Context: an optimization exercise on an open-source flow, tuned for small area and few clock cycles. The choices shown serve that exercise and are no tape-out recipe. In this exercise RTL edits were held to simulation tests only and were not proved equivalent to the original. No activity file was given, so power comes from the tool's default toggle rates.

Setup of run 1:
Design pff_raster, start of the top module:
module pff_raster (
    input  wire        clk,
    input  wire        rst,
    input  wire        cmd_valid,
    input  wire [31:0] cmd_data,
    output wire        cmd_ready,
    output wire        tok_valid,
    output wire        tok_cmd,
    output wire [7:0]  tok_byte,
    output wire        tok_last,
    input  wire        tok_ready,
    input  wire        err_clear,
    output wire        err,
    output wire [3:0]  err_code,
    output wire [31:0] err_cmd
);
    localparam S_HDR = 3'd0, S_W1 = 3'd1, S_W2 = 3'd2, S_SET = 3'd3,
               S_EMIT = 3'd4, S_ERR = 3'd5;
    reg [2:0]  state;
    reg [3:0]  ph;           
    reg [3:0]  seq;          
    reg [31:0] hdr;
    reg [1:0]  ecode;        
    reg [15:0] gx, gy;       
    reg [15:0] fw, fh;       
    reg [15:0] X, Y, X1, Y1;
    reg [16:0] XB, YB;
    reg [17:0] E;            
    reg [2:0]  k;            
    reg [1:0]  redge;        
    reg        step, xmaj, lastf, bad, abad, cdec, cpar, cf0, swx, swy, nrow;
    wire [3:0] ty  = {hdr[28], hdr[26:24]};
    wire t_geom    = (ty == 4'b0001);
    wire t_pixel   = (ty == 4'b1000);
    wire t_fill    = (ty == 4'b1001);
    wire t_line    = (ty == 4'b1010);
    wire t_rect    = (ty == 4'b1011);
    wire t_circ    = (ty == 4'b1100);
    wire filled    = hdr[16];
    wire fillmode  = t_fill | ((t_rect | t_circ) & filled);   
    wire rowsmode  = t_fill | (t_rect & filled);              
  ...
For scale: roughly 240 flip-flops, roughly 86 I/O pins, roughly 16000 µm² of cells after synthesis.
Settings: LEC_CHECK=0, ABC_AREA=1, CAP_MARGIN=20, CORE_MARGIN=2, CORE_UTILIZATION=40, CTS_BUF_LIST=sky130_fd_sc_hd__clkbuf_16, CTS_CLUSTER_DIAMETER=80, CTS_CLUSTER_SIZE=24, PLACE_DENSITY=0.6, SLEW_MARGIN=20; clock period 11.0 ns.
run.sh (not shown) runs the stock make flow with config.mk's settings and CLKGATE_MAP_FILE= SYNTH_SCRIPT=/design/flow/synth_recipe.tcl, a recipe that flattens the netlist after the stock synthesis.
Run 1 finished all stages; the layout is clean.
Testbench counts of run 1, summed over its fixed seeds: cycles 496,792.
Modified inputs, run 2 compared to run 1
- a change of CTS_CLUSTER_SIZE from 24 to 16
- a change of CTS_CLUSTER_DIAMETER from 80 to 60
==> run notes <==
- Per the final summary, run 2 finished and its layout is clean on timing, DRC and antenna.
- Core utilization (lower): run 1
- Compared with run 1, in run 2 final worst setup slack went down, number of antenna violations at the first check in global routing went up, post-route clock period utilization went up, final-layout non-clock buffer area share did not really move.
- Higher average wire per cell in the routed design among run 2 and run 1: run 1
- In the reports for run 2 and run 1, the larger final instance area belongs to run 2.
- Switching power summed over all nets went up by a few percent going from run 1 to run 2.

---

pff_raster, a different RTL version from the one above (not shown whole).
Size: ~1,300 cells after synthesis, roughly 86 I/O pins, about 13,000 sq um of cells after synthesis.
## pff_raster
module pff_raster (
    input  wire        clk,
    input  wire        rst,
    input  wire        cmd_valid,
    input  wire [31:0] cmd_data,
    output wire        cmd_ready,
    output wire        tok_valid,
    output wire        tok_cmd,
    output wire [7:0]  tok_byte,
    output wire        tok_last,
    input  wire        tok_ready,
    input  wire        err_clear,
    output wire        err,
    output wire [3:0]  err_code,
    output wire [31:0] err_cmd
);
clock: 11.0 ns
lec_check: 0
abc_area: 1
cap_margin: 10
core_margin: 2
core_utilization: 40
gpl_timing_driven: 0
place_density: 0.6
slew_margin: 10
standard.sh (not shown) runs the stock make flow with config.mk's settings and CLKGATE_MAP_FILE= SYNTH_SCRIPT=/design/flow/synth_recipe.tcl, a recipe that flattens the netlist after the stock synthesis.
==> flow/flow/run.sh <==
#!/bin/bash
set -euo pipefail
rm -rf scripts_abc
cp -r "$FLOW_HOME/scripts" scripts_abc
cp flow/abc_area.script scripts_abc/abc_area.script
export SCRIPTS_DIR="$PWD/scripts_abc"
export BUFFER_PORTS_ARGS="-buffer_cell sky130_fd_sc_hd__buf_1"
export CTS_ARGS="-sink_clustering_enable -repair_clock_nets -dont_use_dummy_load -sink_clustering_size 30 -sink_clustering_max_diameter 100 -buf_list sky130_fd_sc_hd__clkbuf_16"
bash standard.sh > standard.log 2>&1
==> flow/flow/abc_area.script <==
&get -n
&st
&dch -f
&nf -R 1000 -p
&st
&dch -f
&nf -R 1000 -p
&st
&dch -f
&nf -R 1000 -p
&st
&dch -f
&nf -R 1000 -p
&st
&dch -f
&nf -R 1000 -p
&put
The starting point completed with no timing, DRC or antenna violations.
Testbench counts at the start, summed over its fixed seeds: cycles 495,175.
Then changed:
==> flow/flow/run.sh (replaced) <==
#!/bin/bash
set -euo pipefail
rm -rf scripts_abc
cp -r "$FLOW_HOME/scripts" scripts_abc
cp flow/abc_area.script scripts_abc/abc_area.script
export SCRIPTS_DIR="$PWD/scripts_abc"
export BUFFER_PORTS_ARGS="-buffer_cell sky130_fd_sc_hd__buf_1"
export CTS_ARGS="-sink_clustering_enable -repair_clock_nets -dont_use_dummy_load -sink_clustering_size 30 -sink_clustering_max_diameter 100 -buf_list sky130_fd_sc_hd__clkbuf_16 -root_buf sky130_fd_sc_hd__clkbuf_8 -tree_buf sky130_fd_sc_hd__clkbuf_8"
bash standard.sh > standard.log 2>&1
Outcome: Critical path depth rises by 1; routed wire length went down slightly; clock skew went up by 0.0084 ns; global-route usage is about the same; core utilization barely changes; worst setup slack gets better by 0.0050 ns; cell count is unchanged.

afterwards: timing with drivers on the ports:
No port has a modelled driver above. Below, the same layouts with a new extraction and two added sets of constraints.
Step 1, drivers: a clkbuf_16 drives clk and a buf_2 each remaining input, both assumed.
Step 2 times the ports against the registers' clock, not the clock port: input delays grow and output delays shrink by t, the midpoint of the rising clock arrivals with the driver on.
Three values: no drivers, after step 1, after step 2; two values: the first two.
run | shift t [ns] | setup slack, ns | hold slack, ns
run 1 | 0.599 | 0.861 / 0.801 / 1.338 | 0.471 / 0.471 / 0.471
run 2 | 0.660 | 0.805 / 0.750 / 1.397 | 0.469 / 0.469 / 0.469
the first run of note 2 | 0.522 | 0.380 / 0.326 / 0.715 | 0.535 / 0.535 / 0.535
the second run of note 2 | 0.557 | 0.385 / 0.336 / 0.796 | 0.536 / 0.536 / 0.536
After both steps setup and hold are still met in every run listed.
